Background: an optimization exercise with open tools, aiming at small area. Do not read the settings as production practice. At most, simulation tests tie the RTL to the original design; equivalence was not proved. No driver is modelled on the clock port, so clocking that relies on it looks cheaper here than on a real chip.

==> exp/sierra <==
==> flow/design.v <==
module fstc (
    input  wire        clk,
    input  wire        rst,
    input  wire        start,
    input  wire        tick,
    input  wire        rsp_valid,
    input  wire [1:0]  rsp_kind,
    input  wire [7:0]  rsp_b0,
    input  wire [7:0]  rsp_b1,
    output reg         rd_req,
    output wire [1:0]  rd_len,
    output wire        busy,
    output wire        valid,
    output wire        failed,
    output wire [2:0]  err,
    output wire [15:0] sr0,
    output wire [15:0] sr1,
    output wire [15:0] sr2,
    output wire [15:0] sr3,
    output wire [15:0] sr4,
    output wire [15:0] sr5,
    output wire [15:0] sr6,
    output wire [15:0] sr7,
    output wire [15:0] sr8,
    output wire [15:0] sr9,
    output wire [15:0] sr10,
    output wire [15:0] sr11,
    output wire [15:0] sr12,
    output wire [15:0] sr13,
    output wire [15:0] sr14,
    output wire [15:0] sr15
);
    localparam [2:0] PH_IDLE    = 3'd0;
    localparam [2:0] PH_SEARCH  = 3'd1;
    localparam [2:0] PH_LENGTH  = 3'd2;
    localparam [2:0] PH_PAYLOAD = 3'd3;
    localparam [2:0] PH_DONE    = 3'd4;
    localparam [2:0] PH_FAIL    = 3'd5;
    localparam [2:0] ERR_NONE     = 3'd0;
    localparam [2:0] ERR_RECEIVE  = 3'd1;
    localparam [2:0] ERR_TIMEOUT  = 3'd2;
    localparam [2:0] ERR_UNEXPECT = 3'd3;
    localparam [2:0] ERR_CHECKSUM = 3'd4;
    reg         f_q;
    reg [2:0]   x_q;
    reg [3:0]   wc_q;            
    reg         req_q;
    reg [15:0]  elapsed_q;
    reg [12:0]  cks_q;
    reg [15:0]  w_q [0:11];      
    wire [2:0] phase_q = {f_q | x_q[2], ~f_q & x_q[1], f_q | x_q[0]};
    wire [2:0] err_q   = x_q & {3{f_q}};
    wire [7:0] p0 = rsp_b0;
    wire [7:0] p1 = rsp_b1 & {8{rsp_kind[1]}};
    wire nf     = ~f_q & ~x_q[2];           
    wire in_s   = nf & ~x_q[1] &  x_q[0];
    wire in_l   = nf &  x_q[1] & ~x_q[0];
    wire in_p   = nf &  x_q[1] &  x_q[0];
    wire busy_q = nf & (x_q[1] | x_q[0]);
    wire acc  = rsp_valid & req_q;
    wire kerr = acc & rsp_kind[1] & rsp_kind[0];
    wire kdat = acc & (rsp_kind[1] ^ rsp_kind[0]);
    wire sof    = (p0 == 8'h42) & (p1 == 8'h4D);
    wire len_ok = (p0 == 8'h00) & (p1 == 8'h1C);
    wire hi     = wc_q[3] & wc_q[2];        
    wire last   = hi & wc_q[0];             
    wire cks_eq = ({p0, p1} == {3'b000, cks_q});
    wire add   = kdat & ((in_s & sof) | in_l | (in_p & ~last));
    wire shift = kdat & in_p & (~hi | (wc_q[0] & ~cks_eq));
    wire e_sof  = kdat & in_s & sof;
    wire e_len  = kdat & in_l;
    wire e_last = kdat & in_p & last;
    wire busy_r = busy_q & ~kerr & ~(e_len & ~len_ok) & ~e_last;
    wire go = start & ~busy_r;
    wire gt_lim = (elapsed_q > 16'd5000);
    wire eq_lim = (elapsed_q == 16'd5000);
    wire req_r  = req_q & ~rsp_valid & ~go;
    wire poll   = (busy_r | go) & ~req_r;
    wire tmo    = poll & ~go & (gt_lim | (eq_lim & tick));
    wire req_n  = req_r | (poll & ~tmo);
    always @* rd_req = poll & ~tmo & ~rst;
    reg       f_n;
    reg [2:0] x_n;
    always @* begin
        f_n = f_q;
        x_n = x_q;
        if (kerr)   begin f_n = 1'b1; x_n = ERR_RECEIVE; end
        if (e_sof)  begin f_n = 1'b0; x_n = PH_LENGTH; end
        if (e_len)  begin f_n = ~len_ok; x_n = len_ok ? PH_PAYLOAD : ERR_UNEXPECT; end
        if (e_last) begin f_n = ~cks_eq; x_n = cks_eq ? PH_DONE : ERR_CHECKSUM; end
        if (go)     begin f_n = 1'b0; x_n = PH_SEARCH; end
        if (tmo)    begin f_n = 1'b1; x_n = ERR_TIMEOUT; end
    end
    wire clr = rst | go;
    wire [7:0]  ga = p0 & {8{add}};
    wire [7:0]  gb = p1 & {8{add}};
    wire [7:0]  s1 = cks_q[7:0] ^ ga ^ gb;
    wire [8:1]  c1 = (cks_q[7:0] & ga) | (cks_q[7:0] & gb) | (ga & gb);
    wire [12:0] ax = {cks_q[12:8], s1};
    wire [12:0] ay = {4'b0000, c1, 1'b0};
    wire [13:0] ar;
    wire [12:0] cks_sum;
    assign ar[0] = 1'b0;
    wire [16:0] ec;
    assign ec[0] = tick & busy_q & ~(&elapsed_q);
    genvar g;
    generate
        for (g = 0; g < 13; g = g + 1) begin : g_cks
            assign cks_sum[g] = ax[g] ^ ay[g] ^ ar[g];
            assign ar[g+1]    = (ax[g] & ay[g]) | (ax[g] & ar[g]) | (ay[g] & ar[g]);
        end
        for (g = 0; g < 16; g = g + 1) begin : g_el
            assign ec[g+1] = ec[g] & elapsed_q[g];
        end
    endgenerate
    always @(posedge clk) begin
        if (rst) begin
            f_q     <= 1'b0;
            x_q     <= PH_IDLE;
            req_q   <= 1'b0;
        end else begin
            f_q     <= f_n;
            x_q     <= x_n;
            req_q   <= req_n;
        end
        if (clr) begin
            wc_q      <= 4'd0;
        end else if (kdat & in_p) begin
            wc_q      <= wc_q + 4'd1;
        end
        elapsed_q <= (elapsed_q ^ ec[15:0]) & {16{~clr}};
        cks_q     <= cks_sum & {13{~clr}};
    end
    integer i;
    always @(posedge clk) begin
        if (shift) begin
            w_q[0] <= ~{p0, p1};    
            for (i = 1; i < 12; i = i + 1)
                w_q[i] <= w_q[i-1];
        end
    end
    assign rd_len = 2'd2;
    assign busy   = busy_q;
    assign valid  = ~f_q & x_q[2];
    assign failed = f_q;
    assign err    = err_q;
    assign sr0 = {3'b000, wc_q, 1'b0, valid, err_q, req_q, phase_q};
    assign sr1 = {3'b000, cks_q};
    assign sr2 = err_q[2] ? ~w_q[0] : (valid ? {3'b000, cks_q} : 16'h0000);
    assign sr3 = elapsed_q;
    wire [15:0] vm = {16{valid}};
    assign sr4  = ~(w_q[11] | ~vm);
    assign sr5  = ~(w_q[10] | ~vm);
    assign sr6  = ~(w_q[9] | ~vm);
    assign sr7  = ~(w_q[8] | ~vm);
    assign sr8  = ~(w_q[7] | ~vm);
    assign sr9  = ~(w_q[6] | ~vm);
    assign sr10 = ~(w_q[5] | ~vm);
    assign sr11 = ~(w_q[4] | ~vm);
    assign sr12 = ~(w_q[3] | ~vm);
    assign sr13 = ~(w_q[2] | ~vm);
    assign sr14 = ~(w_q[1] | ~vm);
    assign sr15 = ~(w_q[0] | ~vm);
endmodule
==> flow/flow/run.sh <==
#!/bin/bash
# Standard synthesis and layout (standard.sh), with these choices changed:
#  - synthesis maps the combinational logic with an area-oriented ABC script
#    (flow/abc.script, used in place of ORFS's abc_speed.script; every other
#    synthesis step, and so every register, is the standard one);
#  - each port gets a buf_1 as its port buffer instead of the default pick;
#  - CTS builds the tree from clkbuf_8 cells in clusters of up to 16 sinks
#    and adds no dummy loads;
#  - after CTS, cells with spare slack are downsized (flow/post_cts.tcl).
# make's full output goes to synth.log and flow.log here; ORFS keeps each
# step's log under orfs/logs/.
set -euo pipefail
F=$(pwd)/flow
cp -r "$FLOW_HOME/scripts" scripts_abc
cp "$F/abc.script" scripts_abc/abc_speed.script
bash standard.sh "SCRIPTS_DIR=$(pwd)/scripts_abc" synth > synth.log 2>&1
bash standard.sh \
  "BUFFER_PORTS_ARGS=-buffer_cell sky130_fd_sc_hd__buf_1" \
  "CTS_ARGS=-sink_clustering_enable -repair_clock_nets -buf_list sky130_fd_sc_hd__clkbuf_8 -sink_clustering_size 16 -sink_clustering_max_diameter 80 -dont_use_dummy_load" \
  "POST_CTS_TCL=$F/post_cts.tcl" \
  finish > flow.log 2>&1
==> flow/flow/abc.script <==
strash
dc2
&get -n
&st
&dch -f
&nf -R 1000 -p -a -F 8 -A 4
&put
topo
dnsize -c
==> flow/flow/post_cts.tcl <==
# Swap cells that have slack to spare for smaller ones.
estimate_parasitics -placement
repair_timing -recover_power 100 -setup_margin 0
report_design_area
==> flow/standard.sh <==
#!/bin/bash
# synth_recipe.tcl (not shown) runs the flow's synth.tcl, then flattens the netlist and writes it again
# the make line also repeats each setting of config.mk as NAME=value (left out here)
make -C /OpenROAD-flow-scripts/flow DESIGN_CONFIG=/design/flow/config.mk WORK_HOME=/design/flow/orfs CLKGATE_MAP_FILE= SYNTH_SCRIPT=/design/flow/synth_recipe.tcl "${@:-finish}"
==> flow/config.mk <==
export PLATFORM = sky130hd
export DESIGN_NAME = fstc
export DESIGN_NICKNAME = fstc
export VERILOG_FILES = /design/flow/design.v
export SDC_FILE = /design/flow/constraint.sdc
export NUM_CORES = 4
export LEC_CHECK = 0
export CAP_MARGIN = 0
export CORE_MARGIN = 2
export CORE_UTILIZATION = 55
export PLACE_DENSITY = 0.7
export SLEW_MARGIN = 0
==> flow/constraint.sdc <==
create_clock -name core_clock -period 12.0 [get_ports {clk}]
set_input_delay 2.4000 -clock core_clock [delete_from_list [all_inputs] [get_ports {clk}]]
set_output_delay 2.4000 -clock core_clock [all_outputs]
set_load 0.01 [all_outputs]
==> exp/yarrow (differences from exp/sierra) <==
--- a/flow/design.v
+++ b/flow/design.v
@@ -41,55 +41,73 @@
     localparam [2:0] ERR_TIMEOUT  = 3'd2;
     localparam [2:0] ERR_UNEXPECT = 3'd3;
     localparam [2:0] ERR_CHECKSUM = 3'd4;
-    reg         f_q;
-    reg [2:0]   x_q;
+    reg [2:0]   phase_q;
     reg [3:0]   wc_q;            
     reg         req_q;
     reg [15:0]  elapsed_q;
     reg [12:0]  cks_q;
+    reg [2:0]   err_q;
     reg [15:0]  w_q [0:11];      
-    wire [2:0] phase_q = {f_q | x_q[2], ~f_q & x_q[1], f_q | x_q[0]};
-    wire [2:0] err_q   = x_q & {3{f_q}};
     wire [7:0] p0 = rsp_b0;
     wire [7:0] p1 = rsp_b1 & {8{rsp_kind[1]}};
-    wire nf     = ~f_q & ~x_q[2];           
-    wire in_s   = nf & ~x_q[1] &  x_q[0];
-    wire in_l   = nf &  x_q[1] & ~x_q[0];
-    wire in_p   = nf &  x_q[1] &  x_q[0];
-    wire busy_q = nf & (x_q[1] | x_q[0]);
+    wire in_s = (phase_q == PH_SEARCH);
+    wire in_l = (phase_q == PH_LENGTH);
+    wire in_p = (phase_q == PH_PAYLOAD);
+    wire busy_q = in_s | in_l | in_p;
     wire acc  = rsp_valid & req_q;
-    wire kerr = acc & rsp_kind[1] & rsp_kind[0];
+    wire kerr = acc & (rsp_kind == 2'd3);
     wire kdat = acc & (rsp_kind[1] ^ rsp_kind[0]);
     wire sof    = (p0 == 8'h42) & (p1 == 8'h4D);
     wire len_ok = (p0 == 8'h00) & (p1 == 8'h1C);
-    wire hi     = wc_q[3] & wc_q[2];        
-    wire last   = hi & wc_q[0];             
+    wire last   = (wc_q == 4'd13);
     wire cks_eq = ({p0, p1} == {3'b000, cks_q});
     wire add   = kdat & ((in_s & sof) | in_l | (in_p & ~last));
-    wire shift = kdat & in_p & (~hi | (wc_q[0] & ~cks_eq));
-    wire e_sof  = kdat & in_s & sof;
-    wire e_len  = kdat & in_l;
-    wire e_last = kdat & in_p & last;
-    wire busy_r = busy_q & ~kerr & ~(e_len & ~len_ok) & ~e_last;
-    wire go = start & ~busy_r;
+    wire shift = kdat & in_p & (~wc_q[3] | ~wc_q[2] | (last & ~cks_eq));
+    reg [2:0]  phase_r, phase_n;
+    reg [2:0]  err_r, err_n;
+    reg        req_n;
+    reg        busy_r, go, tmo;
     wire gt_lim = (elapsed_q > 16'd5000);
     wire eq_lim = (elapsed_q == 16'd5000);
-    wire req_r  = req_q & ~rsp_valid & ~go;
-    wire poll   = (busy_r | go) & ~req_r;
-    wire tmo    = poll & ~go & (gt_lim | (eq_lim & tick));
-    wire req_n  = req_r | (poll & ~tmo);
-    always @* rd_req = poll & ~tmo & ~rst;
-    reg       f_n;
-    reg [2:0] x_n;
     always @* begin
-        f_n = f_q;
-        x_n = x_q;
-        if (kerr)   begin f_n = 1'b1; x_n = ERR_RECEIVE; end
-        if (e_sof)  begin f_n = 1'b0; x_n = PH_LENGTH; end
-        if (e_len)  begin f_n = ~len_ok; x_n = len_ok ? PH_PAYLOAD : ERR_UNEXPECT; end
-        if (e_last) begin f_n = ~cks_eq; x_n = cks_eq ? PH_DONE : ERR_CHECKSUM; end
-        if (go)     begin f_n = 1'b0; x_n = PH_SEARCH; end
-        if (tmo)    begin f_n = 1'b1; x_n = ERR_TIMEOUT; end
+        phase_r = phase_q;
+        err_r   = err_q;
+        if (kerr) begin
+            phase_r = PH_FAIL;
+            err_r   = ERR_RECEIVE;
+        end else if (kdat) begin
+            if (in_s & sof)
+                phase_r = PH_LENGTH;
+            if (in_l) begin
+                if (len_ok) phase_r = PH_PAYLOAD;
+                else begin phase_r = PH_FAIL; err_r = ERR_UNEXPECT; end
+            end
+            if (in_p & last) begin
+                if (cks_eq) phase_r = PH_DONE;
+                else begin phase_r = PH_FAIL; err_r = ERR_CHECKSUM; end
+            end
+        end
+        busy_r = (phase_r == PH_SEARCH) | (phase_r == PH_LENGTH) |
+                 (phase_r == PH_PAYLOAD);
+        go = start & ~busy_r;
+        if (go) begin
+            phase_r = PH_SEARCH;
+            err_r   = ERR_NONE;
+        end
+        tmo     = ~go & (gt_lim | (eq_lim & tick));
+        phase_n = phase_r;
+        err_n   = err_r;
+        req_n   = req_q & ~rsp_valid & ~go;
+        rd_req  = 1'b0;
+        if ((busy_r | go) & ~req_n) begin
+            if (tmo) begin
+                phase_n = PH_FAIL;
+                err_n   = ERR_TIMEOUT;
+            end else begin
+                req_n  = 1'b1;
+                rd_req = ~rst;
+            end
+        end
     end
     wire clr = rst | go;
     wire [7:0]  ga = p0 & {8{add}};
@@ -115,13 +133,13 @@
     endgenerate
     always @(posedge clk) begin
         if (rst) begin
-            f_q     <= 1'b0;
-            x_q     <= PH_IDLE;
+            phase_q <= PH_IDLE;
             req_q   <= 1'b0;
+            err_q   <= ERR_NONE;
         end else begin
-            f_q     <= f_n;
-            x_q     <= x_n;
+            phase_q <= phase_n;
             req_q   <= req_n;
+            err_q   <= err_n;
         end
         if (clr) begin
             wc_q      <= 4'd0;
@@ -141,8 +159,8 @@
     end
     assign rd_len = 2'd2;
     assign busy   = busy_q;
-    assign valid  = ~f_q & x_q[2];
-    assign failed = f_q;
+    assign valid  = (phase_q == PH_DONE);
+    assign failed = (phase_q == PH_FAIL);
     assign err    = err_q;
     assign sr0 = {3'b000, wc_q, 1'b0, valid, err_q, req_q, phase_q};
     assign sr1 = {3'b000, cks_q};
==> flow/run.sh (new file) <==
#!/bin/bash
# synth_recipe.tcl (not shown) runs the flow's synth.tcl, then flattens the netlist and writes it again
# the make line also repeats each setting of config.mk as NAME=value (left out here)
make -C /OpenROAD-flow-scripts/flow DESIGN_CONFIG=/design/flow/config.mk WORK_HOME=/design/flow/orfs CLKGATE_MAP_FILE= SYNTH_SCRIPT=/design/flow/synth_recipe.tcl finish
CAP_MARGIN = 20   (was 0)
CTS_BUF_LIST = sky130_fd_sc_hd__clkbuf_8   (was not set)
CTS_CLUSTER_DIAMETER = 60   (was not set)
CTS_CLUSTER_SIZE = 20   (was not set)
SLEW_MARGIN = 20   (was 0)
removed: flow/flow/run.sh
removed: flow/flow/abc.script
removed: flow/flow/post_cts.tcl
removed: flow/standard.sh
==> notes <==
Worst setup slack: exp/sierra is better than exp/yarrow (0.14 ns).
Register-to-register slack: exp/yarrow is higher than exp/sierra (0.37 ns).
Between exp/sierra and exp/yarrow, the lower flip-flop and latch count is in exp/sierra (gap 2).
Between exp/sierra and exp/yarrow, the lower global-route usage is in exp/sierra (gap 2.7 points).
In exp/sierra the clock skew is higher than in exp/yarrow, by 0.016 ns.
Synthesized area: exp/sierra is smaller than exp/yarrow (5.9%).
Only the layout flow was run in exp/yarrow; the RTL was not checked for function there.

## port drivers added, routing unchanged
How much do the figures lean on ideal ports? The routed layouts below were timed once more, with nothing changed but the port constraints. Step 1 (the two cells are an assumption about what drives the block):
set clk [get_ports {clk}]
set_driving_cell -lib_cell sky130_fd_sc_hd__clkbuf_16 $clk
set_driving_cell -lib_cell sky130_fd_sc_hd__buf_2 [delete_from_list [all_inputs] $clk]
Step 2 times the ports against the registers' clock, not the clock port: input delays grow and output delays shrink by t, the midpoint of the rising clock arrivals with the driver on. Three values: no drivers, after step 1, after step 2; two values: the first two.
run	t (ns)	setup slack, ns	worst register clock-pin slew, ns	worst data-port slew with drivers (ns)
exp/sierra	0.510	3.069 / 3.083 / 2.573	0.10 / 0.10	0.04
exp/yarrow	0.541	2.924 / 2.941 / 2.400	0.12 / 0.12	0.03
After both steps setup and hold are still met in every run listed. The setup slack of exp/yarrow, which loses most, moves by +0.017 ns with the drivers and by -0.524 ns with both steps.
